From an optimization exercise on the open Yosys and OpenROAD flow, aimed at small area; shortcuts taken in it are not production practice.
Function was checked by simulation only, so behaviour that the tests miss may differ from the original.
Power and IR drop assume default switching activity.

### config.mk
export PLATFORM = sky130hd
export DESIGN_NAME = grip_core
export DESIGN_NICKNAME = grip_core
export VERILOG_FILES = /design/flow/design.v
export SDC_FILE = /design/flow/constraint.sdc
export NUM_CORES = 4
export LEC_CHECK = 0
export ABC_AREA = 1
export CAP_MARGIN = 0
export CORE_MARGIN = 2
export CORE_UTILIZATION = 70
export SLEW_MARGIN = 0
### constraint.sdc
create_clock -name core_clock -period 8.0 [get_ports {clk}]
set_input_delay 1.6000 -clock core_clock [delete_from_list [all_inputs] [get_ports {clk}]]
set_output_delay 1.6000 -clock core_clock [all_outputs]
set_load 0.01 [all_outputs]
### design.v
module grip_core (
    input  wire        clk,
    input  wire        rst,
    input  wire        clk_in,
    input  wire        data_in,
    input  wire        edge_evt,
    input  wire        edge_src,
    input  wire        dec_en,
    input  wire        rd_req,
    input  wire [3:0]  rd_addr,
    output wire [15:0] rd_data
);
    reg  [1:0]  v;
    reg         wg;       
    reg  [19:0] acc;      
    reg  [4:0]  cnt;
    wire is_clk = clk_in ^ v[0];
    wire is_gap = ~clk_in & ~v[0] & (data_in ^ v[1]) & wg;
    wire enq    = edge_evt & is_gap & (cnt == 5'd27);
    always @(posedge clk) begin
        if (edge_evt & is_clk)
            acc <= {acc[18:0], data_in};
    end
    always @(posedge clk) begin
        if (rst) begin
            v   <= 2'b00;
            wg  <= 1'b0;
            cnt <= 5'd0;
        end else if (edge_evt) begin
            if (is_clk) begin
                if (cnt != 5'd22)
                    cnt <= {cnt[3:0], ~(cnt[4] ^ cnt[2])};
            end else if (is_gap) begin
                cnt <= 5'd0;
            end
            wg <= ~v[0] & (data_in ^ v[1]);
            v  <= {data_in, clk_in};
        end
    end
    wire [19:0] f = acc;
    wire [6:0]  s;
    assign s[0] = f[0] ^ f[7]  ^ f[14];
    assign s[1] = f[1] ^ f[8]  ^ f[15];
    assign s[2] = f[2] ^ f[9]  ^ f[16];
    assign s[3] = f[3] ^ f[10] ^ f[17];
    assign s[4] = f[4] ^ f[11] ^ f[18];
    assign s[5] = f[5] ^ f[12] ^ f[19];
    assign s[6] = f[6] ^ f[13];
    reg [3:0] nib;
    always @(*) begin
        case (s[6:4])
            3'd0: nib = 4'h0;
            3'd1: nib = 4'h7;
            3'd2: nib = 4'he;
            3'd3: nib = 4'h9;
            3'd4: nib = 4'hb;
            3'd5: nib = 4'hc;
            3'd6: nib = 4'h5;
            default: nib = 4'h2;
        endcase
    end
    wire ok  = (s[3:0] == nib);
    wire is2 = ok & (f[19:18] == 2'd2);
    wire [14:0] enq_code = {is2, f[17:6],
                            is2 ? f[5:4] : (ok ? f[19:18] : 2'b10)};
    reg [14:0] q [0:9];
    reg [3:0]  count;
    wire full   = (count == 4'd10);
    wire empty  = (count == 4'd0);
    wire do_enq = enq & ~full;
    wire do_deq = dec_en & ~empty;
    integer i;
    always @(posedge clk) begin
        if (do_enq) begin
            q[0] <= enq_code;
            for (i = 1; i < 10; i = i + 1)
                q[i] <= q[i-1];
        end
    end
    always @(posedge clk) begin
        if (rst)
            count <= 4'd0;
        else if (do_enq & ~do_deq)
            count <= count + 4'd1;
        else if (do_deq & ~do_enq)
            count <= count - 4'd1;
    end
    reg [14:0] e;
    always @(*) begin
        e = 15'd0;
        for (i = 0; i < 10; i = i + 1)
            e = e | (q[i] & {15{count == i + 1}});
    end
    wire wr2 = do_deq & e[14];
    wire wr0 = do_deq & ~e[14] & (e[1:0] == 2'b00);
    wire wr1 = do_deq & ~e[14] & (e[1:0] == 2'b01);
    wire wr3 = do_deq & ~e[14] & (e[1:0] == 2'b11);
    reg [5:0]  x_r, yn_r, lt_r, rt_r, thr_r;
    reg [1:0]  hatx_p, haty_p, dpadx_p, dpady_p;
    reg [10:0] btn_r;
    reg [3:0]  init_r;
    always @(posedge clk) begin
        if (wr0) begin
            x_r  <= e[7:2];
            yn_r <= e[13:8];
        end
        if (wr1) begin
            lt_r <= e[7:2];
            rt_r <= e[13:8];
        end
        if (wr2) begin
            thr_r   <= e[13:8];
            hatx_p  <= {e[1], e[0]};
            haty_p  <= {e[2], e[3]};
            dpadx_p <= {e[5], e[4]};
            dpady_p <= {e[6], e[7]};
        end
        if (wr3)
            btn_r <= e[13:3];
    end
    always @(posedge clk) begin
        if (rst)
            init_r <= 4'd0;
        else
            init_r <= init_r | {wr3, wr2, wr1, wr0};
    end
    wire [10:0] sel;
    genvar k;
    generate
        for (k = 0; k < 11; k = k + 1) begin : g_sel
            assign sel[k] = ~rst & (rd_addr == k);
        end
    endgenerate
    wire s0 = init_r[0], s1 = init_r[1], s2 = init_r[2], s3 = init_r[3];
    wire [1:0] dp = ({2{sel[5]}} & hatx_p)  | ({2{sel[6]}} & haty_p) |
                    ({2{sel[7]}} & dpadx_p) | ({2{sel[8]}} & dpady_p);
    wire [1:0] dv = {~dp[1] & dp[0], dp[1] ^ dp[0]} & {2{s2}};
    wire [10:0] rd_val =
          ({11{sel[0] & s0}} & {5'd0, x_r})
        | ({11{sel[1] & s0}} & {5'd0, ~yn_r})
        | ({11{sel[2] & s1}} & {5'd0, lt_r})
        | ({11{sel[3] & s1}} & {5'd0, rt_r})
        | ({11{sel[4] & s2}} & {5'd0, thr_r})
        | {9'd0, dv}
        | ({11{sel[9] & s3}} & btn_r)
        | ({11{sel[10]}}     & {7'd0, init_r});
    reg [10:0] rd_q;
    always @(posedge clk) begin
        if (rst | rd_req)
            rd_q <= rd_val;
    end
    assign rd_data = {5'd0, rd_q};
endmodule
### flow/run.sh
#!/bin/bash
# Own flow: the standard layout (standard.sh) with these changes:
#  - the ABC script ORFS's synthesis uses for ABC_AREA=1 is replaced by
#    flow/abc_area.script (area mapping, no buffering or upsizing);
#  - port buffers are buf_1 cells;
#  - CTS inserts no dummy loads and its root buffer is clkbuf_4;
#  - no adder extraction (ADDER_MAP_FILE empty), so ABC maps adders.
# The registers Yosys makes, the floorplan, power grid and tap cells are
# the standard flow's.
set -euo pipefail
W=$PWD
mkdir -p "$W/scripts_mod"
cp -r "$FLOW_HOME/scripts/." "$W/scripts_mod/"
cp "$W/flow/abc_area.script" "$W/scripts_mod/abc_area.script"
bash "$W/standard.sh" \
    SCRIPTS_DIR="$W/scripts_mod" \
    ADDER_MAP_FILE= \
    "BUFFER_PORTS_ARGS=-buffer_cell sky130_fd_sc_hd__buf_1" \
    "CTS_ARGS=-sink_clustering_enable -repair_clock_nets -sink_clustering_size 30 -sink_clustering_max_diameter 80 -buf_list sky130_fd_sc_hd__clkbuf_16 -dont_use_dummy_load -root_buf sky130_fd_sc_hd__clkbuf_4" \
    finish > "$W/standard_flow.log" 2>&1
### flow/abc_area.script
strash
ifraig
scorr
dc2
strash
dch -f
amap
topo
### standard.sh
#!/bin/bash
# synth_recipe.tcl (not shown) runs the flow's synth.tcl, then flattens the netlist and writes it again
# the make line also repeats each setting of config.mk as NAME=value (left out here)
make -C /OpenROAD-flow-scripts/flow DESIGN_CONFIG=/design/flow/config.mk WORK_HOME=/design/flow/orfs CLKGATE_MAP_FILE= SYNTH_SCRIPT=/design/flow/synth_recipe.tcl "${@:-finish}"
==> summary.txt, run 1 <==
Hold WS 376 ps; Warnings, synthesis 2; register bit count reported by yosys 246; Crit Path Class input port to flop; Mean Syn Cell Area 16.8 um2; sequential share of power 60.9%; # hold bufs at CTS 0; fin crit share 48.0%; clock period minus final worst setup slack 3840 ps; first-pass GRT wire length 25900 um; worst-case clock skew 82.5 ps; NetSw 0.000730 W; worst-case hold path end point q[1][3]; post-CTS setup buffer count 0; area grow syn2layout 7.36%; max-slew violations 0; First DRT Iteration DRCs 871; dpl cells 736; DR WL/cell 22.6 um; vias post-DR 5000; Rel. slew slack 17.3%; nature of the critical path endpoint flop; final std cells w/o fill 748; R2R cell count 8; worst r2r src count[0]; worst slew pin tran 1240 ps; Fin. Hold Viols 0; RR Endpoint q[2][5]; detailed placement HPWL 10700 um; Mapped Cells 530; CTS H-Tree Depth 1; share of layout cells above drive strength 1 5.73%; final setup fails 0; clock-pin slew on the worst setup and hold paths 100 ps; Pwr Total 0.00267 W; status finished clean; worst hold start q[0][3]; Worst Hold Depth 0; data required time of the worst path 8160 ps; initial antenna violation count 0; leakage power 2.95 nW; Seq/Total Area, Yosys 80.9%; final wirelength 16900 um; Crit path buffers/inverters 4; Overall Global Routing Usage 25.3%; Clock power frac 21.1%; setup_tns 0 ps; # clock sinks 246; critical-path cell list buf_1 -> clkinv_1 -> nor3_1 -> nand3_1 -> inv_4 -> buf_4; Max rail drop VDD 0.138 mV; # diodes 0; Synth Cell Area 8930 um2; largest net degree at the start of global routing 80; PD cells 278 nW/um2; NumNets Final 590; max incr delay on CP 820 ps; I/O Buffers 21; Ports 28; Die X-Extent 117 um; core box area 12500 um2; Distinct cells, synth 34; total CTS buffers 12; combinational share of power 18.0%; drt drc 0; r2r setup slk 4600 ps; RSZ-0062 raised after global routing no; post-route cell area 9590 um2; Die Ht 117 um; Clock Latency Late Sink 610 ps; Clk Tree Root Cell clkbuf_4; Area after DPL 9340 um2; Fmax achieved 261 MHz; count of antenna-violating nets left after detailed routing 0; GRT overflow 0; Crit path max-delay family buffers and inverters; Site Rows 41; gpl congestion 0.836; post-CTS sizing 0; Critical Path Fanout Max 79; clock buffer depth 3; Internal Power 0.00194 W; area of the die 13700 um2; Switching Fraction 27.4%; Max-cap violations 0; CTS tree done; initial core utilization 71.3%; worst hold path type flop to flop; Slowest cell on crit path buf_4; Pre-antenna DRT Iters 6; startpoint types input port; vias in the first global route 4742; Worst EP arrival 4000 ps; drt via density 6.68
-- per-stage QoR --
step / utilization, % / setup slack [ps]
2_1_floorplan: - / 1590
3_3_place_gp: 74.6 / 3760
3_5_place_dp: 74.6 / 3590
4_1_cts: 76.6 / 4190
5_1_grt: 76.6 / 3900
6_report: 76.6 / 4160
-- power by group through the flow --
stage	Sequential, W	Combinational (W)	Clock (W)
6_report	0.00162	0.000480	0.000562
5_1_grt	0.00163	0.000524	0.000615
4_1_cts	0.00162	0.000480	0.000571
3_5_place_dp	0.00165	0.000475	0
3_3_place_gp	0.00165	0.000464	0
2_1_floorplan	0.00164	0.000293	0
-- layout by cell type (no fill, tap or decap), types with 16 or more instances in the layout --
cell type  count
a21oi_1       16
clkinv_1      26
nand2_1       32
buf_1         21
edfxtp_1     230
dfxtp_1       16
nor2_1        50
a222oi_1      50
-- synthesized netlist by cell type --
master,instances,area [um2]
nor4_1,4,25.0
a22oi_1,6,45.0
nand4_1,14,87.6
o2111ai_1,3,26.3
nand2_1,32,120
o22ai_1,3,18.8
edfxtp_1,230,6910
nor2_1,51,191
o21ai_0,11,55.1
conb_1,1,3.75
a21oi_1,16,80.1
a221o_1,1,10.0
buf_4,5,37.5
and3_1,1,6.26
a31oi_1,1,6.26
and4_1,1,8.76
nor2b_1,5,31.3
nand3_1,5,25.0
or3_1,6,37.5
nor3b_1,1,7.51
clkinv_1,27,101
o21a_1,1,7.51
o211ai_1,1,7.51
a222oi_1,50,500
o21bai_1,1,7.51
nor3_1,17,85.1
or2_0,2,12.5
a211oi_1,5,37.5
o221a_1,1,11.3
a2111o_1,1,11.3
a22o_1,1,8.76
xor2_1,5,43.8
dfxtp_1,16,320
a221oi_1,5,43.8
-- cells by family after synthesis --
kind of cell | synth area share (%)
and+or+nand+nor | 7.15
buffers and inverters | 1.56
other | 0.0420
xor gates and xnor gates | 0.490
DFF | 80.9
AOI/OAI and AO/OA | 9.82
-- worst max path at each step --
stage | slack (ps) | end | cells after the start | start
floorplan | 1590 | count[2] | 9 | data_in
detailed placement | 3590 | q[0][11] | 6 | edge_evt
global route | 3900 | q[1][5] | 6 | edge_evt
global placement | 3760 | q[0][11] | 6 | edge_evt
finish | 4160 | q[2][5] | 6 | edge_evt
CTS | 4190 | q[1][5] | 6 | edge_evt
-- layer usage --
layer  part of all wire [%]  vias up  track usage (%)
li1                       -     2262                -
met1                     40     2463             36.3
met2                     49      253             41.3
met3                    9.3       22             4.58
met4                    1.8        0             6.98
met5                      0        -                0
-- cell type report --
class / count / area (um2)
clock buffers: 12 / 248
fillers: 754 / 2930
inverters: 27 / 104
multi-input cells: 256 / 1610
flip-flops and latches: 246 / 7230
well taps: 172 / 215
repair buffers: 35 / 184
-- state kept, by name, summed over array words and instances, names as in the netlist --
signal / cells
rd_q: 11
dpady_p: 2
v: 2
rt_r: 6
thr_r: 6
wg: 1
x_r: 6
acc: 20
lt_r: 6
init_r: 4
dpadx_p: 2
yn_r: 6
haty_p: 2
count: 4
cnt: 5
btn_r: 11
hatx_p: 2
q: 150
==> run 2: changes to the inputs <==
--- a/config.mk
+++ b/config.mk
@@ -6,7 +6,10 @@
 export NUM_CORES = 4
 export LEC_CHECK = 0
 export ABC_AREA = 1
-export CAP_MARGIN = 0
+export CAP_MARGIN = 20
 export CORE_MARGIN = 2
 export CORE_UTILIZATION = 70
-export SLEW_MARGIN = 0
+export CTS_BUF_LIST = sky130_fd_sc_hd__clkbuf_16
+export CTS_CLUSTER_DIAMETER = 80
+export CTS_CLUSTER_SIZE = 30
+export SLEW_MARGIN = 20
==> run 2 against run 1 <==
Net effect: combinational power is 0.8% higher; hold slack better by 44 ps; power hardly changed; still clean on timing, DRC and antenna; clock power hardly changed; non-clock buffer count stayed put; critical endpoint unchanged; count of clock-buffer cells in the layout stayed put; core utilization is 0.090 points higher; register-to-register slack better by 20 ps.
==> summary.txt, run 2 <==
First DRT Iteration DRCs 820; Die X-Extent 117 um; drt drc 0; Pre-antenna DRT Iters 7; Pwr Total 0.00267 W; Synth area leader edfxtp_1; PD cells 278 nW/um2; worst hold start q[5][6]; vias in the first global route 4706; dpl cells 736; # hold bufs at CTS 0; main combinational cell family by area after synthesis compound AO/OA/AOI/OAI gates; clock-pin slew on the worst setup and hold paths 110 ps; Clock Latency Late Sink 610 ps; share of layout cells above drive strength 1 6.25%; Max rail drop VDD 0.162 mV; post-CTS setup buffer count 0; area fraction in compound gates after synthesis 9.82%; post-CTS sizing 0; area of the die 13700 um2; Seq/Total Area, Yosys 80.9%; CTS tree done; count of antenna-violating nets left after detailed routing 0; nature of the critical path endpoint flop; status finished clean; fillers 751; Mapped Cells 530; ranking of synthesized cells by area edfxtp_1 (77%), a222oi_1 (5.6%), dfxtp_1 (3.6%); Warnings, synthesis 2; Post-Synth Simple-Gate Area 7.15%; most common cell in the netlist edfxtp_1; area grow syn2layout 7.48%; commonest cells after routing, fill and taps aside edfxtp_1 (230), a222oi_1 (50), nor2_1 (48); dominant synthesized flop cell edfxtp_1; detailed placement HPWL 10700 um; final wirelength 16900 um; fin crit share 47.9%; Site Rows 41; worst hold path type flop to flop; # clock sinks 246; Rel. slew slack 33.6%; total CTS buffers 12; Finished Core Util 76.7%; Fmax achieved 261 MHz; Synth Cell Area 8930 um2; Post-Synth Adder-Cell Area 0%; Die Ht 117 um; CTS H-Tree Depth 1; Overall Global Routing Usage 25.3%; worst setup path startpoint edge_evt; # diodes 0; vias post-DR 4974; initial antenna violation count 0; ys async rst share 0%; GRT overflow 0; Crit Path Class input port to flop; Max-cap violations 0; leakage power 2.95 nW; clock buffer depth 3; setup_tns 0 ps; leading cell type in the layout, fill and taps excluded edfxtp_1; final setup fails 0; Top reg by flops q; RSZ-0062 raised after global routing no; Post-Synth XOR/XNOR Area 0.490%; worst r2r src count[0]; Fin. Hold Viols 0; worst slew pin tran 996 ps; NumNets Final 590; Largest register FFs 150; I/O Buffers 21; area share of the largest cell type after synthesis 77.4%; data required time of the worst path 8170 ps; Critical Path Fanout Max 79; max-slew violations 0; Clk Tree Root Cell clkbuf_4; startpoint types input port; biggest regs q: 150 flops, acc: 20 flops; core box area 12500 um2; DR WL/cell 22.6 um; drt via density 6.65; worst-case clock skew 77.4 ps; register bit count reported by yosys 246; largest net degree at the start of global routing 80; Distinct cells, synth 34; synth cell count leaders edfxtp_1 (230), nor2_1 (51), a222oi_1 (50); clock period minus final worst setup slack 3830 ps; Ports 28; initial core utilization 71.3%; Worst EP arrival 4000 ps; EDFF count, synth 230; multiplexer area fraction after synthesis 0%; final std cells w/o fill 748; first-pass GRT wire length 25700 um; Mean Syn Cell Area 16.8 um2; gpl congestion 0.836
-- run 2: cell count changes in the layout (fill, tap and decap cells not counted) --
| cell | delta |
|---|---|
| nor2_1 | -2 |
| nor2_2 | +2 |
| nor4_1 | -1 |
| nor4_2 | +1 |
-- run 2: worst paths after layout --
path | cells past startpoint | slack [ps] | to
worst max-delay path | 6 | 4170 | q[2][5]
worst min-delay path | 0 | 420 | q[6][6]
worst max register to register | 8 | 4620 | q[2][5]
worst min register to register | 0 | 420 | q[6][6]
-- run 2: stage by stage --
stage	instance area, um2	hold slack, ps	setup WS [ps]
after floorplan	8940	425	1590
after global placement	9340	427	3760
after detailed placement	9340	433	3600
after CTS	9590	411	4200
after global routing	9600	419	3910
final	9600	419	4170
-- run 2: area by class of cell --
type	count	area (um2)	area share (%)
clock buffers	12	248	2.58
repair buffers	35	184	1.92
flip-flops and latches	246	7230	75.3
inverters	27	104	1.08
well taps	172	215	2.24
multi-input cells	256	1620	16.9
-- run 2: power by group --
group / internal, W / leakage (nW) / switching [W]
combinational: 0.000141 / 0.592 / 0.000342
sequential: 0.00158 / 2.24 / 0.0000465
clock: 0.000219 / 0.125 / 0.000342
total: 0.00194 / 2.95 / 0.000730
-- run 2: cells by family (layout without fill, tap and decap cells) --
family,Yosys count,count (layout)
flops,246,246
buf+inv,32,74
xor+xnor,5,5
simple gates,139,139
compound gates,107,107
other cells,1,5
-- run 2: per-layer routing --
layer  track usage (%)  vias up  share of wire, %
met5                 0        -                 0
met4              6.20        0               2.1
met3              3.45       24               8.2
met2              41.5      260                49
met1              36.9     2431                41
li1                  -     2259                 -
-- run 2: worst max-delay path, cell delays in order --
cell,delay [ps]
buf_1,190
clkinv_1,200
nor3_1,210
nand3_1,170
inv_4,690
buf_4,830
==> run 3: changes to the inputs <==
--- a/design.v
+++ b/design.v
@@ -12,14 +12,22 @@
 );
     reg  [1:0]  v;
     reg         wg;       
-    reg  [19:0] acc;      
     reg  [4:0]  cnt;
+    reg  [15:0] acc;      
+    reg  [3:0]  c;        
     wire is_clk = clk_in ^ v[0];
     wire is_gap = ~clk_in & ~v[0] & (data_in ^ v[1]) & wg;
-    wire enq    = edge_evt & is_gap & (cnt == 5'd27);
+    wire enq    = edge_evt & is_gap & (cnt == 5'd20);
+    wire bit_in = edge_evt & is_clk;
     always @(posedge clk) begin
-        if (edge_evt & is_clk)
-            acc <= {acc[18:0], data_in};
+        if (bit_in & ~cnt[4])
+            acc <= {acc[14:0], data_in};
+        if (bit_in) begin
+            if (cnt == 5'd0)
+                c <= {3'b000, data_in};
+            else
+                c <= {c[2], c[1] ^ c[3], c[0] ^ c[3], c[3] ^ data_in};
+        end
     end
     always @(posedge clk) begin
         if (rst) begin
@@ -28,8 +36,8 @@
             cnt <= 5'd0;
         end else if (edge_evt) begin
             if (is_clk) begin
-                if (cnt != 5'd22)
-                    cnt <= {cnt[3:0], ~(cnt[4] ^ cnt[2])};
+                if (cnt != 5'd31)
+                    cnt <= cnt + 5'd1;
             end else if (is_gap) begin
                 cnt <= 5'd0;
             end
@@ -37,32 +45,11 @@
             v  <= {data_in, clk_in};
         end
     end
-    wire [19:0] f = acc;
-    wire [6:0]  s;
-    assign s[0] = f[0] ^ f[7]  ^ f[14];
-    assign s[1] = f[1] ^ f[8]  ^ f[15];
-    assign s[2] = f[2] ^ f[9]  ^ f[16];
-    assign s[3] = f[3] ^ f[10] ^ f[17];
-    assign s[4] = f[4] ^ f[11] ^ f[18];
-    assign s[5] = f[5] ^ f[12] ^ f[19];
-    assign s[6] = f[6] ^ f[13];
-    reg [3:0] nib;
-    always @(*) begin
-        case (s[6:4])
-            3'd0: nib = 4'h0;
-            3'd1: nib = 4'h7;
-            3'd2: nib = 4'he;
-            3'd3: nib = 4'h9;
-            3'd4: nib = 4'hb;
-            3'd5: nib = 4'hc;
-            3'd6: nib = 4'h5;
-            default: nib = 4'h2;
-        endcase
-    end
-    wire ok  = (s[3:0] == nib);
-    wire is2 = ok & (f[19:18] == 2'd2);
-    wire [14:0] enq_code = {is2, f[17:6],
-                            is2 ? f[5:4] : (ok ? f[19:18] : 2'b10)};
+    wire [15:0] p   = acc;            
+    wire        ok  = (c == 4'd0);
+    wire        is2 = ok & (p[15:14] == 2'd2);
+    wire [14:0] enq_code = {is2, p[13:2],
+                            is2 ? p[1:0] : (ok ? p[15:14] : 2'b10)};
     reg [14:0] q [0:9];
     reg [3:0]  count;
     wire full   = (count == 4'd10);
--- a/config.mk
+++ b/config.mk
@@ -9,7 +9,5 @@
 export CAP_MARGIN = 20
 export CORE_MARGIN = 2
 export CORE_UTILIZATION = 70
-export CTS_BUF_LIST = sky130_fd_sc_hd__clkbuf_16
-export CTS_CLUSTER_DIAMETER = 80
-export CTS_CLUSTER_SIZE = 30
+export GPL_TIMING_DRIVEN = 0
 export SLEW_MARGIN = 20
==> run 3 against run 2 <==
Net effect: still clean; critical path depth rose by 3; power fell by 0.11%; sequential cell count did not move; via count fell by 0.40%; die area fell by 1.2%; wire length fell by 1.3%; clock skew rose by 0.56 ps; sequential share of layout area fell by 0.17 points; clock power barely moved.
==> summary.txt, run 3 <==
combinational share of power 18.1%; largest net degree at the start of global routing 98; gpl congestion 0.825; First DRT Iteration DRCs 826; setup_tns 0 ps; Fin. Hold Viols 0; NetSw 0.000734 W; Die X-Extent 116 um; worst slew pin tran 949 ps; Pwr Total 0.00266 W; # diodes 0; total CTS buffers 12; biggest regs q: 150 flops, acc: 16 flops; dominant synthesized flop cell edfxtp_1; Worst Hold Depth 0; max-slew violations 0; post-CTS setup buffer count 0; worst hold path type flop to flop; area grow syn2layout 9.02%; final wirelength 16700 um; clock buffer depth 3; Max rail drop VDD 0.177 mV; Clk Tree Root Cell clkbuf_4; Fmax achieved 277 MHz; Distinct cells, synth 32; Seq/Total Area, Yosys 81.9%; post-CTS sizing 0; most common cell in the netlist edfxtp_1; data required time of the worst path 8320 ps; Pre-antenna DRT Iters 6; leakage power 2.98 nW; Top reg by flops q; Switching Fraction 27.6%; vias in the first global route 4501; ys async rst share 0%; Rel. slew slack 36.2%; fin crit share 45.1%; nature of the critical path endpoint flop; PD cells 277 nW/um2; Hold WS 415 ps; first-pass GRT wire length 25000 um; area share of the largest cell type after synthesis 78.3%; Clock Latency Late Sink 600 ps; drt drc 0; register bit count reported by yosys 246; I/O Buffers 21; Worst EP arrival 3920 ps; count of antenna-violating nets left after detailed routing 0; dpl ws 3890 ps; Mapped Cells 511; detailed placement HPWL 11400 um; worst hold start q[2][14]; Critical Path Fanout Max 16; startpoint types input port; worst-case hold path end point q[3][14]; Die Ht 116 um; Mean Syn Cell Area 17.3 um2; Ports 28; clock-pin slew on the worst setup and hold paths 100 ps; Synth Cell Area 8820 um2; Internal Power 0.00193 W; EDFF count, synth 230; worst r2r src count[0]; Overall Global Routing Usage 24.7%; sequential share of power 60.9%; status finished clean; Warnings, synthesis 2; drt via density 6.68; ranking of synthesized cells by area edfxtp_1 (78%), a222oi_1 (5.6%), dfxtp_1 (3.6%); vias post-DR 4954; r2r setup slk 4530 ps; Synth area leader edfxtp_1; Crit Path Class input port to flop; RSZ-0062 raised after global routing no; Clock power frac 21.0%; CTS tree done; CTS H-Tree Depth 1; Max-cap violations 0; leading cell type in the layout, fill and taps excluded edfxtp_1; synth cell count leaders edfxtp_1 (230), a222oi_1 (49), nor2_1 (43); worst-case clock skew 77.9 ps; # clock sinks 246; final setup fails 0; clock period minus final worst setup slack 3610 ps; NumNets Final 584; area of the die 13500 um2; initial antenna violation count 0; GRT overflow 0; Site Rows 41; Finished Core Util 77.2%; DR WL/cell 22.5 um; initial core utilization 70.8%; share of layout cells above drive strength 1 9.65%; # hold bufs at CTS 0; commonest cells after routing, fill and taps aside edfxtp_1 (230), a222oi_1 (49), nor2_1 (39); RR Endpoint rt_r[1]; core box area 12500 um2; R2R cell count 9; Setup WS post-layout 4390 ps; Largest register FFs 150
## run 3: changes by cell type after synthesis, sizes merged, moves of 2 or more
| cell | delta |
|---|---|
| a21oi | -9 |
| nor2 | -8 |
| clkinv | +6 |
| nor4 | +5 |
| xor2 | -5 |
| nand2 | -4 |
| nor3 | -4 |
| a221oi | -2 |
| a22oi | +2 |
| nand4 | +2 |
## run 3: through the flow
step	cells	cell area, um2
floorplan	515	8840
global placement	708	9130
detailed placement	730	9370
CTS	742	9620
global route	742	9620
finish	742	9620
## run 3: cell type report
class                   count  area [um2]
well taps                 172         215
repair buffers             43         236
flip-flops and latches    246        7230
fillers                   713        2850
clock buffers              12         248
plain buffers               5        37.5
inverters                  33         129
multi-input cells         231        1530
## run 3: cell families after synthesis
| logic type | synth area share [%] |
|---|---|
| compound gates | 9.06 |
| buf+inv | 1.83 |
| flops | 81.9 |
| other cells | 0.0425 |
| simple gates | 7.15 |
## run 3: how the worst max path moves through the flow
stage / from / to / slack (ps) / depth (start not counted)
6_report: rst / rd_q[0] / 4390 / 9
3_3_place_gp: count[3] / count[2] / -1380 / 10
2_1_floorplan: count[3] / count[2] / 1400 / 10
4_1_cts: rst / rd_q[0] / 4490 / 9
5_1_grt: rst / rd_q[0] / 4220 / 9
3_5_place_dp: rst / rd_q[0] / 3890 / 9
## run 3: metal layers
metal	up-vias	global-route usage [%]	share of wire [%]
met4	0	8.57	2.8
met3	39	4.51	8.6
li1	2212	-	-
met5	-	0	0
met1	2434	36.7	41
met2	269	38.2	48
## run 3: critical path, stage by stage
cell and delay [ps]:
buf_1 550, clkinv_1 440, nand3_1 260, nor2_1 100, a222oi_1 300, o21ai_0 150
and3_1 220, a21oi_1 150, nand4_1 140
## run 3: power by group through the flow
stage / sequential [W] / clock, W / combinational (W)
finish: 0.00162 / 0.000559 / 0.000482
global route: 0.00163 / 0.000607 / 0.000517
CTS: 0.00162 / 0.000573 / 0.000474
detailed placement: 0.00165 / 0 / 0.000472
global placement: 0.00164 / 0 / 0.000420
floorplan: 0.00163 / 0 / 0.000277
==> run 4: changes to the inputs <==
--- a/config.mk
+++ b/config.mk
@@ -9,5 +9,7 @@
 export CAP_MARGIN = 20
 export CORE_MARGIN = 2
 export CORE_UTILIZATION = 70
-export GPL_TIMING_DRIVEN = 0
+export CTS_BUF_LIST = sky130_fd_sc_hd__clkbuf_16
+export CTS_CLUSTER_DIAMETER = 80
+export CTS_CLUSTER_SIZE = 30
 export SLEW_MARGIN = 20
==> run 4 against run 3 <==
Net effect: still clean; combinational power shrank 1%; fmax shrank 10%; synthesized cell count is the same; final area shrank 1.1%; critical path depth shrank 3; power shrank 0.27%; register-to-register slack gained 150 ps; sequential share of layout area grew 0.82 points; clock power is essentially flat; clock skew shrank 23 ps; hold slack gained 12 ps; count of clock-buffer cells in the layout is the same; largest power group unchanged; highest routed layer unchanged.
==> summary.txt, run 4 <==
Worst EP arrival 4180 ps; RR Endpoint q[3][6]; R2R cell count 7; Fin. Hold Viols 0; Pre-antenna DRT Iters 6; clock period minus final worst setup slack 4010 ps; count of antenna-violating nets left after detailed routing 0; DR WL/cell 22.5 um; vias in the first global route 4603; NumNets Final 573; First DRT Iteration DRCs 876; Ports 28; Overall Global Routing Usage 24.7%; share of layout cells above drive strength 1 6.62%; fillers 754; post-CTS sizing 0; Warnings, synthesis 2; critical-path cell list buf_1 -> o21ai_0 -> nor3b_1 -> nand4_1 -> inv_4 -> buf_4; Slowest cell on crit path inv_4; Max-cap violations 0; final wirelength 16500 um; register bit count reported by yosys 246; worst r2r src count[1]; GRT overflow 0; most common cell in the netlist edfxtp_1; status finished clean; EDFF count, synth 230; commonest cells after routing, fill and taps aside edfxtp_1 (230), a222oi_1 (49), nor2_1 (43); Crit Path Class input port to flop; Area after DPL 9270 um2; startpoint types input port; Synth Cell Area 8820 um2; detailed placement HPWL 10500 um; Clock Latency Late Sink 590 ps; leading cell type in the layout, fill and taps excluded edfxtp_1; initial antenna violation count 0; PD cells 279 nW/um2; Largest register FFs 150; Rel. slew slack 34.8%; Site Rows 41; worst hold path type flop to flop; dominant synthesized flop cell edfxtp_1; # clock sinks 246; final setup fails 0; gpl congestion 0.790; Finished Core Util 76.3%; Clk Tree Root Cell clkbuf_4; first-pass GRT wire length 24900 um; post-CTS setup buffer count 0; Worst Hold Depth 0; fin crit share 50.2%; core box area 12500 um2; drt via density 6.66; CTS tree done; worst slew pin tran 978 ps; setup_tns 0 ps; ys async rst share 0%; vias post-DR 4869; worst-case hold path end point q[8][9]; Fmax achieved 249 MHz; Distinct cells, synth 32; Synth area leader edfxtp_1; RSZ-0062 raised after global routing no; nature of the critical path endpoint flop; Mapped Cells 511; r2r setup slk 4680 ps; ranking of synthesized cells by area edfxtp_1 (78%), a222oi_1 (5.6%), dfxtp_1 (3.6%); Mean Syn Cell Area 17.3 um2; worst hold start q[7][9]; Crit path buffers/inverters 3; Crit path max-delay family buffers and inverters; # diodes 0; max-slew violations 0; Die X-Extent 116 um; Max rail drop VDD 0.214 mV; largest net degree at the start of global routing 84; Critical Path Fanout Max 83; CTS H-Tree Depth 1; Top reg by flops q; drt drc 0; area of the die 13500 um2; Seq/Total Area, Yosys 81.9%; total CTS buffers 12; # hold bufs at CTS 0; Die Ht 116 um; initial core utilization 70.8%; area grow syn2layout 7.84%; area share of the largest cell type after synthesis 78.3%; clock buffer depth 3; leakage power 2.91 nW; synth cell count leaders edfxtp_1 (230), a222oi_1 (49), nor2_1 (43); max incr delay on CP 780 ps; clock-pin slew on the worst setup and hold paths 100 ps; data required time of the worst path 8170 ps; worst-case clock skew 55.3 ps; I/O Buffers 21; Hold WS 426 ps; biggest regs q: 150 flops, acc: 16 flops; post-route cell area 9510 um2
==> run 4: cell counts after synthesis <==
Identical to the previous run, type by type.
==> run 4: kinds of logic after synthesis <==
logic type	synth area share (%)
DFF	81.9
AOI/OAI and AO/OA	9.06
buffers and inverters	1.83
and+or+nand+nor	7.15
other	0.0425
==> run 4: power by group <==
group          switching (W)  internal [W]  leakage [nW]
combinational       0.000337      0.000139         0.545
sequential         0.0000523       0.00157          2.24
clock               0.000339      0.000219         0.125
total               0.000728       0.00193          2.91
==> run 4: final cells by class <==
type                       count  area (um2)  share of cell area, %
clock buffer                  12         248                   2.60
inverter                      33         126                   1.33
multi-input combinational    231        1500                   15.8
sequential                   246        7230                   76.0
tap                          172         215                   2.26
timing repair buffer          37         199                   2.09
==> run 4: worst max path at each step <==
stage,startpoint,endpoint,cells after the start
after floorplan,count[3],count[2],10
after global placement,data_in,q[0][14],6
after detailed placement,data_in,q[0][14],6
after CTS,data_in,q[3][6],6
after global routing,data_in,q[0][6],6
final,data_in,q[3][6],6
==> run 4: per-layer routing <==
metal  vias to the layer above  wire length, um  track usage (%)  part of all wire [%]
met4                         0              214             5.40                   1.3
met5                         -                0                0                     0
met3                        18             1420             3.27                   8.6
met1                      2421             6770             36.7                    41
li1                       2194                -                -                     -
met2                       236             8060             40.5                    49
==> run 4: metrics by stage <==
step                      std cells  total power, W  setup WS (ps)
after floorplan                 515         0.00191           1400
after global placement          719         0.00210           3530
after detailed placement        719         0.00212           3400
after CTS                       731         0.00267           3970
after global routing            731         0.00276           3720
final                           731         0.00266           3990
==> run 4: worst register-to-register path, delay by kind of cell, from the launching register on <==
| kind | cells | cell delay, ps |
|---|---|---|
| DFF | 1 | 390 |
| buffers and inverters | 4 | 2050 |
| and+or+nand+nor | 3 | 430 |
==> run 5: changes to the inputs <==
--- a/design.v
+++ b/design.v
@@ -47,10 +47,34 @@
     end
     wire [15:0] p   = acc;            
     wire        ok  = (c == 4'd0);
-    wire        is2 = ok & (p[15:14] == 2'd2);
-    wire [14:0] enq_code = {is2, p[13:2],
-                            is2 ? p[1:0] : (ok ? p[15:14] : 2'b10)};
-    reg [14:0] q [0:9];
+    wire [1:0] t1 = {~p[1] & p[0], p[1] ^ p[0]};     
+    wire [1:0] t2 = {~p[2] & p[3], p[2] ^ p[3]};     
+    wire [1:0] t3 = {~p[5] & p[4], p[5] ^ p[4]};     
+    wire [1:0] t4 = {~p[6] & p[7], p[6] ^ p[7]};     
+    reg  [4:0] kc;
+    always @(*) begin
+        if (t3 == 2'b00)
+            kc = {1'b0, t1, t2};
+        else if (t2 != 2'b11)
+            kc = {1'b1, t3[1], t1, t2[0]};
+        else if (t1 != 2'b11)
+            kc = {1'b1, t3[1], 2'b10, t1[0]};
+        else
+            kc = {3'b010, t3[1], 1'b0};
+    end
+    reg [13:0] enq_code;
+    always @(*) begin
+        if (!ok)
+            enq_code = {6'd0, 5'b01001, 3'b111};
+        else case (p[15:14])
+            2'd0:    enq_code = {p[13:2], 2'b00};
+            2'd1:    enq_code = {p[13:2], 2'b01};
+            2'd3:    enq_code = {p[13:3], 3'b011};
+            default: enq_code = t4[1] ? {p[13:8], kc, 3'b111}
+                                      : {p[13:8], kc, t4[0], 2'b10};
+        endcase
+    end
+    reg [13:0] q [0:9];
     reg [3:0]  count;
     wire full   = (count == 4'd10);
     wire empty  = (count == 4'd0);
@@ -72,18 +96,21 @@
         else if (do_deq & ~do_enq)
             count <= count - 4'd1;
     end
-    reg [14:0] e;
+    reg [13:0] e;
     always @(*) begin
-        e = 15'd0;
+        e = 14'd0;
         for (i = 0; i < 10; i = i + 1)
-            e = e | (q[i] & {15{count == i + 1}});
+            e = e | (q[i] & {14{count == i + 1}});
     end
-    wire wr2 = do_deq & e[14];
-    wire wr0 = do_deq & ~e[14] & (e[1:0] == 2'b00);
-    wire wr1 = do_deq & ~e[14] & (e[1:0] == 2'b01);
-    wire wr3 = do_deq & ~e[14] & (e[1:0] == 2'b11);
+    wire [4:0] ek  = e[7:3];
+    wire       rej = (ek == 5'b01001);
+    wire wr0 = do_deq & (e[1:0] == 2'b00);
+    wire wr1 = do_deq & (e[1:0] == 2'b01);
+    wire wr3 = do_deq & (e[2:0] == 3'b011);
+    wire wr2 = do_deq & ((e[1:0] == 2'b10) | ((e[2:0] == 3'b111) & ~rej));
     reg [5:0]  x_r, yn_r, lt_r, rt_r, thr_r;
-    reg [1:0]  hatx_p, haty_p, dpadx_p, dpady_p;
+    reg [4:0]  dk_r;      
+    reg [1:0]  dpady_p;   
     reg [10:0] btn_r;
     reg [3:0]  init_r;
     always @(posedge clk) begin
@@ -97,10 +124,8 @@
         end
         if (wr2) begin
             thr_r   <= e[13:8];
-            hatx_p  <= {e[1], e[0]};
-            haty_p  <= {e[2], e[3]};
-            dpadx_p <= {e[5], e[4]};
-            dpady_p <= {e[6], e[7]};
+            dk_r    <= ek;
+            dpady_p <= e[0] ? 2'b11 : {1'b0, e[2]};
         end
         if (wr3)
             btn_r <= e[13:3];
@@ -119,9 +144,33 @@
         end
     endgenerate
     wire s0 = init_r[0], s1 = init_r[1], s2 = init_r[2], s3 = init_r[3];
+    reg [1:0] d1, d2, d3;
+    always @(*) begin
+        if (!dk_r[4]) begin
+            if (dk_r[3:2] == 2'b10) begin
+                d1 = 2'b11;
+                d2 = 2'b11;
+                d3 = {dk_r[1], 1'b1};
+            end else begin
+                d1 = dk_r[3:2];
+                d2 = dk_r[1:0];
+                d3 = 2'b00;
+            end
+        end else begin
+            d3 = {dk_r[3], 1'b1};
+            if (dk_r[2:1] == 2'b10) begin
+                d1 = {1'b0, dk_r[0]};
+                d2 = 2'b11;
+            end else begin
+                d1 = dk_r[2:1];
+                d2 = {1'b0, dk_r[0]};
+            end
+        end
+    end
+    wire [1:0] hatx_p = d1, haty_p = d2, dpadx_p = d3;
     wire [1:0] dp = ({2{sel[5]}} & hatx_p)  | ({2{sel[6]}} & haty_p) |
                     ({2{sel[7]}} & dpadx_p) | ({2{sel[8]}} & dpady_p);
-    wire [1:0] dv = {~dp[1] & dp[0], dp[1] ^ dp[0]} & {2{s2}};
+    wire [1:0] dv = dp & {2{s2}};
     wire [10:0] rd_val =
           ({11{sel[0] & s0}} & {5'd0, x_r})
         | ({11{sel[1] & s0}} & {5'd0, ~yn_r})
==> run 5 against run 4 <==
Net effect: final area decreased by 1.2%; cell count increased by 4.7%; hold slack improved by 20 ps.
==> summary.txt, run 5 <==
status finished clean; grt met2 use 42.3%; Site Rows 40; nature of the critical path endpoint flop; Clk Tree Root Cell clkbuf_4; initial antenna violation count 0; area of the die 13400 um2; Seq/Total Area, Yosys 78.9%; EDFF count, synth 219; drt via density 6.78; Max-cap violations 0; multiplexer area fraction after synthesis 0%; Overall Global Routing Usage 25.9%; clock buffer depth 3; drt drc 0; Ports 28; Worst EP arrival 4360 ps; register bit count reported by yosys 235; dominant synthesized flop cell edfxtp_1; clock period minus final worst setup slack 3880 ps; area grow syn2layout 7.50%; DR WL/cell 22.1 um; count of antenna-violating nets left after detailed routing 0; First DRT Iteration DRCs 819; Crit Path Class input port to flop; met3 Usage GRT 4.08%; Largest register FFs 140; final setup fails 0; post-CTS setup buffer count 0; Pwr Total 0.00256 W; GRT overflow 0; CTS H-Tree Depth 1; ranking of synthesized cells by area edfxtp_1 (75%), a222oi_1 (5.2%), dfxtp_1 (3.7%); vias post-DR 5183; Synth Cell Area 8740 um2; Post-Synth XOR/XNOR Area 0%; synth cell count leaders edfxtp_1 (219), nor2_1 (52), a222oi_1 (45); fin crit share 48.5%; data required time of the worst path 8480 ps; Die Ht 116 um; Synth area leader edfxtp_1; RSZ-0062 raised after global routing no; Clock Latency Late Sink 580 ps; Fin. Hold Viols 0; max-slew violations 0; Pre-antenna DRT Iters 6; vias in the first global route 4864; Critical Path Fanout Max 80; M1 GR Usage 36.9%; Top reg by flops q; final wirelength 16900 um; main combinational cell family by area after synthesis compound AO/OA/AOI/OAI gates; gpl congestion 0.841; Post-Synth Adder-Cell Area 0%; # clock sinks 235; commonest cells after routing, fill and taps aside edfxtp_1 (219), nor2_1 (52), a222oi_1 (45); total CTS buffers 11; worst hold path type flop to flop; worst-case clock skew 23.8 ps; worst hold start q[5][10]; Post-Synth Simple-Gate Area 8.57%; Mapped Cells 549; leakage power 2.90 nW; area fraction in compound gates after synthesis 10.5%; worst r2r src count[2]; most common cell in the netlist edfxtp_1; area share of the largest cell type after synthesis 75.2%; worst slew pin tran 982 ps; PD cells 272 nW/um2; most used routing layer met2; # diodes 0; NumNets Final 611; largest net degree at the start of global routing 81; Die X-Extent 116 um; Finished Core Util 77.6%; Fmax achieved 258 MHz; setup_tns 0 ps; Distinct cells, synth 38; worst setup path startpoint data_in; Rel. slew slack 34.0%; startpoint types input port; I/O Buffers 21; initial core utilization 72.2%; Warnings, synthesis 2; CTS tree done; Mean Syn Cell Area 15.9 um2; Max rail drop VDD 0.163 mV; ys async rst share 0%; detailed placement HPWL 10900 um; first-pass GRT wire length 25900 um; # hold bufs at CTS 0; leading cell type in the layout, fill and taps excluded edfxtp_1; core box area 12100 um2; biggest regs q: 140 flops, acc: 16 flops; post-CTS sizing 0; share of layout cells above drive strength 1 5.53%; clock-pin slew on the worst setup and hold paths 100 ps
[run 5: cell types whose count changed in the layout (fill, tap and decap cells not counted), sizes merged, moves of 3 or more]
cell,before,now
nor2b,6,14
or2,2,5
nor2,43,52
edfxtp,230,219
o21ai,10,14
a222oi,49,45
clkinv,32,38
nor4,9,4
a31oi,0,3
nor3,13,17
nand2,28,38
[run 5: logic make-up after synthesis]
family / count (synthesis)
buf+inv: 43
other cells: 1
flops: 235
simple gates: 159
compound gates: 111
[run 5: final cells by class]
class | count | area, um2
Sequential cell | 235 | 6900
Fill cell | 705 | 2710
Multi-Input combinational cell | 275 | 1720
Clock buffer | 11 | 223
Tap cell | 168 | 210
Timing Repair Buffer | 38 | 206
Inverter | 38 | 143
[run 5: per-layer routing]
metal	part of all wire (%)	vias up
li1	-	2316
met1	40	2524
met2	49	318
met3	9.1	25
met4	1.8	0
met5	0	-
[run 5: worst max-delay path, stage by stage]
cell and delay [ps]:
buf_1 200, o21ai_0 140, nor3b_1 310, nor4b_4 250, buf_4 770, nor2b_1 350
nand2_1 110, o21ai_0 220, o21ai_0 160, a211oi_1 240
[run 5: path summary, 6_finish.rpt]
kind                    end  slack [ps]  cells past startpoint
setup / recovery   count[3]        4120                     10
hold / removal     q[6][10]         450                      0
setup reg to reg  init_r[2]        4710                     11
hold reg to reg    q[6][10]         450                      0
[run 5: through the flow]
step                area (um2)  worst slack (ps)  std cells  hold slack [ps]
floorplan                 8770               543        553              418
global placement          9180              3620        754              427
detailed placement        9180              3550        754              429
CTS                       9400              4170        765              451
global route              9400              3780        765              457
finish                    9400              4120        765              447
[run 5: report_power, final]
| part | switching, W | internal [W] | total [W] |
|---|---|---|---|
| Sequential | 0.0000479 | 0.00150 | 0.00155 |
| Combinational | 0.000344 | 0.000146 | 0.000490 |
| Clock | 0.000321 | 0.000198 | 0.000519 |
==> run 6: changes to the inputs <==
--- a/design.v
+++ b/design.v
@@ -36,7 +36,7 @@
             cnt <= 5'd0;
         end else if (edge_evt) begin
             if (is_clk) begin
-                if (cnt != 5'd31)
+                if (~(cnt[4] & cnt[3]))   
                     cnt <= cnt + 5'd1;
             end else if (is_gap) begin
                 cnt <= 5'd0;
==> run 6 against run 5 <==
Net effect: still clean; highest routed layer unchanged; first-iteration DRC count down 3.5%; critical path type unchanged; core utilization fell by 0.083 points; critical path depth down 3; final area decreased by 0.11%.
==> summary.txt, run 6 <==
biggest regs q: 140 flops, acc: 16 flops; Crit Path Class input port to flop; sequential share of power 60.7%; DR WL/cell 22.3 um; Worst EP arrival 4090 ps; Post-Synth Adder-Cell Area 0%; R2R cell count 7; synth cell count leaders edfxtp_1 (219), a222oi_1 (46), nor2_1 (42); vias in the first global route 5045; status finished clean; core box area 12100 um2; worst slew pin tran 1020 ps; Post-Synth XOR/XNOR Area 0%; Mapped Cells 543; Clk Tree Root Cell clkbuf_4; worst setup path startpoint data_in; clock-pin slew on the worst setup and hold paths 100 ps; Overall Global Routing Usage 26.2%; nature of the critical path endpoint flop; vias post-DR 5139; ys async rst share 0%; clock period minus final worst setup slack 3910 ps; Ports 28; Synth area leader edfxtp_1; leakage power 2.85 nW; most common cell in the netlist edfxtp_1; Synth Cell Area 8730 um2; main combinational cell family by area after synthesis compound AO/OA/AOI/OAI gates; max incr delay on CP 770 ps; critical path endpoint q[0][0]; Clock Latency Late Sink 570 ps; r2r setup slk 4660 ps; Site Rows 40; post-CTS setup buffer count 0; GRT overflow 0; clock buffer depth 3; Die X-Extent 116 um; Fmax achieved 256 MHz; CTS tree done; Max rail drop VDD 0.199 mV; RSZ-0062 raised after global routing no; leading cell type in the layout, fill and taps excluded edfxtp_1; CTS H-Tree Depth 1; Distinct cells, synth 37; data required time of the worst path 8190 ps; PD cells 272 nW/um2; Warnings, synthesis 2; worst hold path type flop to flop; First DRT Iteration DRCs 790; Top reg by flops q; Seq/Total Area, Yosys 79.0%; area grow syn2layout 7.57%; count of antenna-violating nets left after detailed routing 0; max-slew violations 0; Post-Synth Simple-Gate Area 8.36%; RR Endpoint q[0][0]; Largest register FFs 140; share of layout cells above drive strength 1 5.42%; post-CTS sizing 0; Finished Core Util 77.5%; dominant synthesized flop cell edfxtp_1; worst-case clock skew 24.9 ps; Pre-antenna DRT Iters 6; Slowest cell on crit path buf_4; area of the die 13400 um2; final setup fails 0; Die Ht 116 um; fin crit share 48.8%; setup_tns 0 ps; ranking of synthesized cells by area edfxtp_1 (75%), a222oi_1 (5.3%), dfxtp_1 (3.7%); # hold bufs at CTS 0; register bit count reported by yosys 235; NetSw 0.000714 W; Crit path depth 7; initial antenna violation count 0; I/O Buffers 21; worst r2r src count[0]; critical-path cell list buf_1 -> nor2_1 -> a211oi_1 -> nand4_1 -> nor4_4 -> buf_4 -> buf_4; final wirelength 16900 um; Fin. Hold Viols 0; combinational share of power 19.1%; Rel. slew slack 31.4%; gpl congestion 0.843; Crit path max-delay family buffers and inverters; area fraction in compound gates after synthesis 10.5%; largest net degree at the start of global routing 82; Crit path buffers/inverters 3; area share of the largest cell type after synthesis 75.3%; total CTS buffers 11; Critical Path Fanout Max 81; drt drc 0; detailed placement HPWL 10800 um; multiplexer area fraction after synthesis 0%; Switching Fraction 28.0%; NumNets Final 604; Clock power frac 20.2%; Internal Power 0.00184 W; EDFF count, synth 219; first-pass GRT wire length 26400 um; startpoint types input port; Mean Syn Cell Area 16.1 um2; commonest cells after routing, fill and taps aside edfxtp_1 (219), a222oi_1 (46), nor2_1 (42); Max-cap violations 0; most used cell, CP buf_4; drt via density 6.77; # clock sinks 235; initial core utilization 72.1%
[run 6: cell types whose count changed after synthesis, moves of 2 or more]
cell	before	now
nor4_1	4	6
nor3_1	17	19
nand2_1	38	33
a21oi_1	8	12
a221oi_1	5	3
nor2_1	52	42
[run 6: per-stage QoR]
step                      std cells  setup WS [ps]  total power [W]  instance area (um2)  hold slack [ps]
after floorplan                 547            498          0.00185                 8760              418
after global placement          746           3600          0.00203                 9160              428
after detailed placement        747           3420          0.00205                 9170              426
after CTS                       758           4050          0.00255                 9390              441
after global routing            758           3840          0.00265                 9390              458
final                           759           4090          0.00255                 9390              443
[run 6: worst register-to-register path, delay by kind of cell, from the launching register on]
family                 cells  cell delay [ps]
flip-flops                 1              360
AND/OR/NAND/NOR            3              580
buffers and inverters      4             2030
[run 6: worst min-delay path by stage]
stage / from / endpoint / slack, ps / cells past startpoint
2_1_floorplan: acc[9] / acc[10] / 420 / 0
3_3_place_gp: q[5][9] / q[6][9] / 430 / 0
3_5_place_dp: acc[9] / acc[10] / 430 / 0
4_1_cts: q[2][3] / q[3][3] / 440 / 0
5_1_grt: acc[9] / acc[10] / 460 / 0
6_report: q[2][3] / q[3][3] / 440 / 0
[run 6: power groups by stage]
stage	combinational [W]	clock [W]	sequential (W)
after CTS	0.000479	0.000526	0.00155
after floorplan	0.000291	0	0.00156
final	0.000488	0.000516	0.00155
after global routing	0.000529	0.000564	0.00156
after detailed placement	0.000478	0	0.00158
after global placement	0.000462	0	0.00157
[run 6: area by class of cell]
type	count	area [um2]
fillers	733	2720
clock buffers	11	223
inverters	39	146
repair buffers	37	195
flip-flops and latches	235	6900
multi-input cells	268	1720
well taps	168	210
diodes	1	2.50
[run 6: logic make-up (layout without fill, tap and decap cells)]
logic type,count (synthesis),in the layout
DFF,235,235
and+or+nand+nor,150,150
AOI/OAI and AO/OA,113,113
buffers and inverters,44,87
other,1,6
[run 6: routing by layer]
| metal | wire length [um] | global-route usage, % | part of all wire [%] | up-vias |
|---|---|---|---|---|
| met2 | 8180 | 42.7 | 48 | 288 |
| met5 | 0 | 0 | 0 | - |
| met4 | 414 | 9.52 | 2.4 | 0 |
| met3 | 1480 | 3.77 | 8.7 | 34 |
| met1 | 6870 | 37.2 | 41 | 2520 |
| li1 | - | - | - | 2297 |
==> run 7: changes to the inputs <==
--- a/flow/run.sh
+++ b/flow/run.sh
@@ -16,5 +16,5 @@
     SCRIPTS_DIR="$W/scripts_mod" \
     ADDER_MAP_FILE= \
     "BUFFER_PORTS_ARGS=-buffer_cell sky130_fd_sc_hd__buf_1" \
-    "CTS_ARGS=-sink_clustering_enable -repair_clock_nets -sink_clustering_size 30 -sink_clustering_max_diameter 80 -buf_list sky130_fd_sc_hd__clkbuf_16 -dont_use_dummy_load -root_buf sky130_fd_sc_hd__clkbuf_4" \
+    "CTS_ARGS=-sink_clustering_enable -repair_clock_nets -sink_clustering_size 20 -sink_clustering_max_diameter 60 -buf_list sky130_fd_sc_hd__clkbuf_8 -dont_use_dummy_load -root_buf sky130_fd_sc_hd__clkbuf_4" \
     finish > "$W/standard_flow.log" 2>&1
==> run 7 against run 6 <==
Net effect: sequential power is essentially flat; critical path depth is the same; worst setup slack lost 10 ps; first-iteration DRC count shrank 7.5%.
==> summary.txt, run 7 <==
Overall Global Routing Usage 26.4%; total CTS buffers 16; Clock power frac 19.3%; leakage power 2.85 nW; max incr delay on CP 770 ps; clock buffer depth 3; ys async rst share 0%; most common cell in the netlist edfxtp_1; core box area 12100 um2; drt via density 6.70; Internal Power 0.00180 W; leading cell type in the layout, fill and taps excluded edfxtp_1; Fmax achieved 255 MHz; First DRT Iteration DRCs 731; fillers 738; Slowest cell on crit path buf_4; final setup fails 0; final std cells w/o fill 763; Warnings, synthesis 2; Site Rows 40; vias in the first global route 5070; post-CTS sizing 0; DR WL/cell 22.1 um; Die X-Extent 116 um; nature of the critical path endpoint flop; Seq/Total Area, Yosys 79.0%; ranking of synthesized cells by area edfxtp_1 (75%), a222oi_1 (5.3%), dfxtp_1 (3.7%); worst hold path type flop to flop; # clock sinks 235; Crit Path Class input port to flop; Mean Syn Cell Area 16.1 um2; commonest cells after routing, fill and taps aside edfxtp_1 (219), a222oi_1 (46), nor2_1 (42); startpoint types input port; Pre-antenna DRT Iters 6; sequential share of power 61.5%; detailed placement HPWL 10800 um; Register Area 6900 um2; largest net degree at the start of global routing 82; post-CTS setup buffer count 0; # hold bufs at CTS 0; area of the die 13400 um2; NumNets Final 609; gpl congestion 0.843; Largest register FFs 140; clock-pin slew on the worst setup and hold paths 100 ps; initial core utilization 72.1%; Max rail drop VDD 0.176 mV; share of layout cells above drive strength 1 6.22%; Ports 28; final wirelength 16900 um; Multi-input gate area 1720 um2; CTS H-Tree Depth 1; vias post-DR 5110; Crit path buffers/inverters 3; Hold WS 418 ps; Top reg by flops q; Mapped Cells 543; data required time of the worst path 8170 ps; clock period minus final worst setup slack 3920 ps; Fin. Hold Viols 0; grt met2 use 43.0%; NetSw 0.000717 W; Max-cap violations 0; EDFF count, synth 219; RSZ-0062 raised after global routing no; dpl ws 3420 ps; Clk Tree Root Cell clkbuf_4; Switching Fraction 28.4%; max-slew violations 0; dominant synthesized flop cell edfxtp_1; register bit count reported by yosys 235; # diodes 0; I/O Buffers 21; fin crit share 49.0%; PD cells 269 nW/um2; most used routing layer met2; Worst EP arrival 4090 ps; Synth Cell Area 8730 um2; first-pass GRT wire length 26600 um; dpl cells 747; Distinct cells, synth 37; area share of the largest cell type after synthesis 75.3%; Synth area leader edfxtp_1; area grow syn2layout 7.30%; Setup WS post-layout 4080 ps; Crit path max-delay family buffers and inverters; met3 Usage GRT 6.01%; most used cell, CP buf_4; count of antenna-violating nets left after detailed routing 0; Rel. slew slack 29.5%; CTS tree done; synth cell count leaders edfxtp_1 (219), a222oi_1 (46), nor2_1 (42); M1 GR Usage 36.1%; critical-path cell list buf_1 -> nor2_1 -> a211oi_1 -> nand4_1 -> nor4_4 -> buf_4 -> buf_4; Clock Latency Late Sink 590 ps; drt drc 0; combinational share of power 19.3%; GRT overflow 0; Die Ht 116 um; worst slew pin tran 1050 ps; initial antenna violation count 0; setup_tns 0 ps; biggest regs q: 140 flops, acc: 16 flops; worst-case clock skew 51.6 ps; status finished clean; Critical Path Fanout Max 81
run 7: power groups by stage:
stage               logic [W]  clock network (W)  registers [W]
floorplan            0.000291                  0        0.00156
global placement     0.000462                  0        0.00157
detailed placement   0.000478                  0        0.00158
CTS                  0.000479           0.000497        0.00155
global route         0.000529           0.000537        0.00156
finish               0.000485           0.000486        0.00155
run 7: final timing paths:
kind            start  slack, ps      end  cells past startpoint
max           data_in       4080  q[0][3]                      7
min           q[0][3]        420  q[1][3]                      0
max reg2reg  count[0]       4630  q[0][3]                      7
min reg2reg   q[0][3]        420  q[1][3]                      0
run 7: layer usage:
| metal | vias to the layer above | routed length, um |
|---|---|---|
| met3 | 41 | 1710 |
| met2 | 291 | 8070 |
| li1 | 2300 | - |
| met5 | - | 0 |
| met1 | 2478 | 6640 |
| met4 | 0 | 460 |
run 7: layout make-up:
class | count | share of cell area, %
multi-input cells | 268 | 18.3
repair buffers | 37 | 2.08
clock buffers | 16 | 2.15
well taps | 168 | 2.24
flip-flops and latches | 235 | 73.6
inverters | 39 | 1.56
run 7: metrics by stage:
| step | power (W) | instance area, um2 | util, % |
|---|---|---|---|
| CTS | 0.00252 | 9370 | 77.3 |
| global placement | 0.00203 | 9160 | 75.6 |
| detailed placement | 0.00205 | 9170 | 75.7 |
| floorplan | 0.00185 | 8760 | - |
| finish | 0.00252 | 9370 | 77.3 |
| global route | 0.00262 | 9370 | 77.3 |
run 7: kinds of logic after synthesis:
| kind of cell | after synthesis | synth area share [%] |
|---|---|---|
| and+or+nand+nor | 150 | 8.36 |
| AOI/OAI and AO/OA | 113 | 10.5 |
| other | 1 | 0.0430 |
| DFF | 235 | 79.0 |
| buffers and inverters | 44 | 2.11 |
==> run 8: changes to the inputs <==
--- a/design.v
+++ b/design.v
@@ -36,7 +36,7 @@
             cnt <= 5'd0;
         end else if (edge_evt) begin
             if (is_clk) begin
-                if (~(cnt[4] & cnt[3]))   
+                if (cnt != 5'd31)
                     cnt <= cnt + 5'd1;
             end else if (is_gap) begin
                 cnt <= 5'd0;
--- a/flow/run.sh
+++ b/flow/run.sh
@@ -16,5 +16,5 @@
     SCRIPTS_DIR="$W/scripts_mod" \
     ADDER_MAP_FILE= \
     "BUFFER_PORTS_ARGS=-buffer_cell sky130_fd_sc_hd__buf_1" \
-    "CTS_ARGS=-sink_clustering_enable -repair_clock_nets -sink_clustering_size 20 -sink_clustering_max_diameter 60 -buf_list sky130_fd_sc_hd__clkbuf_8 -dont_use_dummy_load -root_buf sky130_fd_sc_hd__clkbuf_4" \
+    "CTS_ARGS=-sink_clustering_enable -repair_clock_nets -sink_clustering_size 34 -sink_clustering_max_diameter 80 -buf_list sky130_fd_sc_hd__clkbuf_16 -dont_use_dummy_load -root_buf sky130_fd_sc_hd__clkbuf_4" \
     finish > "$W/standard_flow.log" 2>&1
--- a/config.mk
+++ b/config.mk
@@ -8,8 +8,5 @@
 export ABC_AREA = 1
 export CAP_MARGIN = 20
 export CORE_MARGIN = 2
-export CORE_UTILIZATION = 70
-export CTS_BUF_LIST = sky130_fd_sc_hd__clkbuf_16
-export CTS_CLUSTER_DIAMETER = 80
-export CTS_CLUSTER_SIZE = 30
+export CORE_UTILIZATION = 80
 export SLEW_MARGIN = 20
==> run 8 against run 7 <==
Net effect: still clean; core utilization is 9.8 points higher; clock skew increased by 57 ps; power grew 2.7%; critical path depth is 1 higher; cell count shrank 3.4%; via count is 7.2% higher; clock power is 7.2% higher; critical endpoint is now rd_q[0]; largest cell class unchanged; largest power group unchanged; highest routed layer unchanged.
==> summary.txt, run 8 <==
status finished clean; startpoint types input port; clock-pin slew on the worst setup and hold paths 110 ps; leakage power 2.90 nW; clock period minus final worst setup slack 4120 ps; area grow syn2layout 7.10%; CTS tree done; Distinct cells, synth 38; GRT overflow 0; Mapped Cells 549; total CTS buffers 11; final setup fails 0; Clock Latency Late Sink 600 ps; worst hold path type flop to flop; largest net degree at the start of global routing 81; drt via density 7.43; # clock sinks 235; Mean Syn Cell Area 15.9 um2; Slowest cell on crit path buf_1; worst-case clock skew 109 ps; Max-cap violations 0; Synth Cell Area 8740 um2; clock buffer depth 3; Site Rows 38; data required time of the worst path 8280 ps; dominant synthesized flop cell edfxtp_1; initial antenna violation count 0; Warnings, synthesis 2; Fin. Hold Viols 0; Internal Power 0.00185 W; Synth area leader edfxtp_1; Ports 28; synth cell count leaders edfxtp_1 (219), nor2_1 (52), a222oi_1 (45); Crit Path Class input port to flop; nature of the critical path endpoint flop; ranking of synthesized cells by area edfxtp_1 (75%), a222oi_1 (5.2%), dfxtp_1 (3.7%); Top reg by flops q; worst slew pin tran 1010 ps; EDFF count, synth 219; Critical Path Fanout Max 16; max incr delay on CP 700 ps; Fmax achieved 243 MHz; RSZ-0062 raised after global routing no; Finished Core Util 87.2%; detailed placement HPWL 12200 um; Clock power frac 20.1%; core box area 10700 um2; drt drc 0; Die Ht 109 um; vias post-DR 5476; Max rail drop VDD 0.262 mV; gpl congestion 0.881; vias in the first global route 5320; sequential share of power 60.2%; initial core utilization 81.4%; PD cells 276 nW/um2; leading cell type in the layout, fill and taps excluded edfxtp_1; Pre-antenna DRT Iters 9; commonest cells after routing, fill and taps aside edfxtp_1 (219), nor2_1 (52), a222oi_1 (45); fillers 442; Die X-Extent 109 um; Clk Tree Root Cell clkbuf_4; CTS H-Tree Depth 1; share of layout cells above drive strength 1 5.53%; critical-path cell list buf_1 -> clkinv_1 -> nand3_1 -> nor2_1 -> a222oi_1 -> nand2_1 -> a221oi_1 -> o2111ai_1; setup_tns 0 ps; post-route cell area 9370 um2; # diodes 0; first-pass GRT wire length 28700 um; final wirelength 19200 um; post-CTS sizing 0; I/O Buffers 21; Seq/Total Area, Yosys 78.9%; NumNets Final 611; area share of the largest cell type after synthesis 75.2%; count of antenna-violating nets left after detailed routing 0; combinational share of power 19.6%; Largest register FFs 140; area of the die 11800 um2; most common cell in the netlist edfxtp_1; Worst EP arrival 4400 ps; NetSw 0.000742 W; Area after DPL 9140 um2; DR WL/cell 26.1 um; max-slew violations 0; First DRT Iteration DRCs 979; ys async rst share 0%; post-CTS setup buffer count 0; Rel. slew slack 32.0%; register bit count reported by yosys 235; Switching Fraction 28.7%; # hold bufs at CTS 0; Overall Global Routing Usage 33.5%; biggest regs q: 140 flops, acc: 16 flops; fin crit share 51.5%
## run 8: per-stage QoR
stage	setup slack (ps)	cells	total power [W]	hold WS [ps]
final	3880	737	0.00259	395
after global routing	3800	737	0.00266	395
after CTS	4040	737	0.00257	396
after detailed placement	3510	726	0.00207	432
after global placement	3670	726	0.00203	429
after floorplan	543	553	0.00186	418
## run 8: per-layer routing
layer	up-vias	track usage (%)	wire length (um)
li1	2309	-	-
met1	2633	43.1	6620
met4	0	14.8	839
met2	458	56.7	9730
met3	76	6.21	2040
met5	-	0	0
## run 8: power groups by stage
stage | combinational [W] | clock, W | sequential (W)
floorplan | 0.000294 | 0 | 0.00156
global route | 0.000538 | 0.000553 | 0.00157
detailed placement | 0.000486 | 0 | 0.00158
CTS | 0.000490 | 0.000521 | 0.00156
global placement | 0.000459 | 0 | 0.00157
finish | 0.000508 | 0.000521 | 0.00156
## run 8: cell families after synthesis
group / Yosys count / synth area share [%]
DFF: 235 / 78.9
AOI/OAI and AO/OA: 111 / 10.5
other: 1 / 0.0429
buffers and inverters: 43 / 2.06
and+or+nand+nor: 159 / 8.57
## run 8: layout make-up
class | instances | area [um2] | share of cell area (%)
inverters | 38 | 143 | 1.52
well taps | 140 | 175 | 1.87
clock buffers | 11 | 223 | 2.38
repair buffers | 38 | 206 | 2.20
flip-flops and latches | 235 | 6900 | 73.6
multi-input cells | 275 | 1720 | 18.4
## run 8: worst paths after layout
| check | startpoint | to | slack (ps) | cells past startpoint |
|---|---|---|---|---|
| worst min-delay path | q[8][2] | q[9][2] | 400 | 0 |
| worst min register to register | q[8][2] | q[9][2] | 400 | 0 |
| worst max register to register | count[0] | thr_r[0] | 4100 | 9 |
| worst max-delay path | rst | rd_q[0] | 3880 | 8 |
## run 8: worst max-delay path: cells and delay by family
| kind | cells | cell delay [ps] |
|---|---|---|
| compound gates | 3 | 1090 |
| buf+inv | 2 | 1210 |
| simple gates | 3 | 490 |

==> re-timing with driven ports <==
The flow's constraints put no driver on any port. The routed layouts listed below were extracted and timed again, unchanged, in two steps. Step 1: set_driving_cell puts a clkbuf_16 on clk and a buf_2 on each other input, an assumption about the parent block. Step 2 adds t to the input delays and takes it off the output delays; t is the mean of the earliest and latest rising clock arrival at the registers after step 1. Input paths then give back, and output paths get back, about the clock's delay inside the block. Slacks: ideal / step 1 / step 2; pairs: ideal / step 1.
| run | t (ns) | setup slack, ns | hold slack, ns | worst slew at a driven data input, ns |
|---|---|---|---|---|
| run 1 | 0.605 | 4.164 / 4.175 / 3.570 | 0.376 / 0.376 / 0.376 | 0.03 |
| run 2 | 0.609 | 4.169 / 4.182 / 3.573 | 0.419 / 0.419 / 0.419 | 0.03 |
| run 3 | 0.595 | 4.394 / 4.400 / 3.805 | 0.415 / 0.415 / 0.415 | 0.03 |
| run 4 | 0.597 | 3.987 / 3.998 / 3.402 | 0.426 / 0.426 / 0.426 | 0.03 |
| run 5 | 0.603 | 4.118 / 4.129 / 3.526 | 0.447 / 0.447 / 0.447 | 0.05 |
| run 6 | 0.589 | 4.093 / 4.105 / 3.516 | 0.443 / 0.443 / 0.443 | 0.03 |
| run 7 | 0.600 | 4.082 / 4.096 / 3.496 | 0.418 / 0.418 / 0.418 | 0.03 |
| run 8 | 0.575 | 3.881 / 3.873 / 3.298 | 0.395 / 0.395 / 0.395 | 0.04 |
After both steps setup and hold are still met in every run listed. For run 2, which loses most, drivers alone change the setup slack by +0.013 ns; drivers and shift together by -0.596 ns.
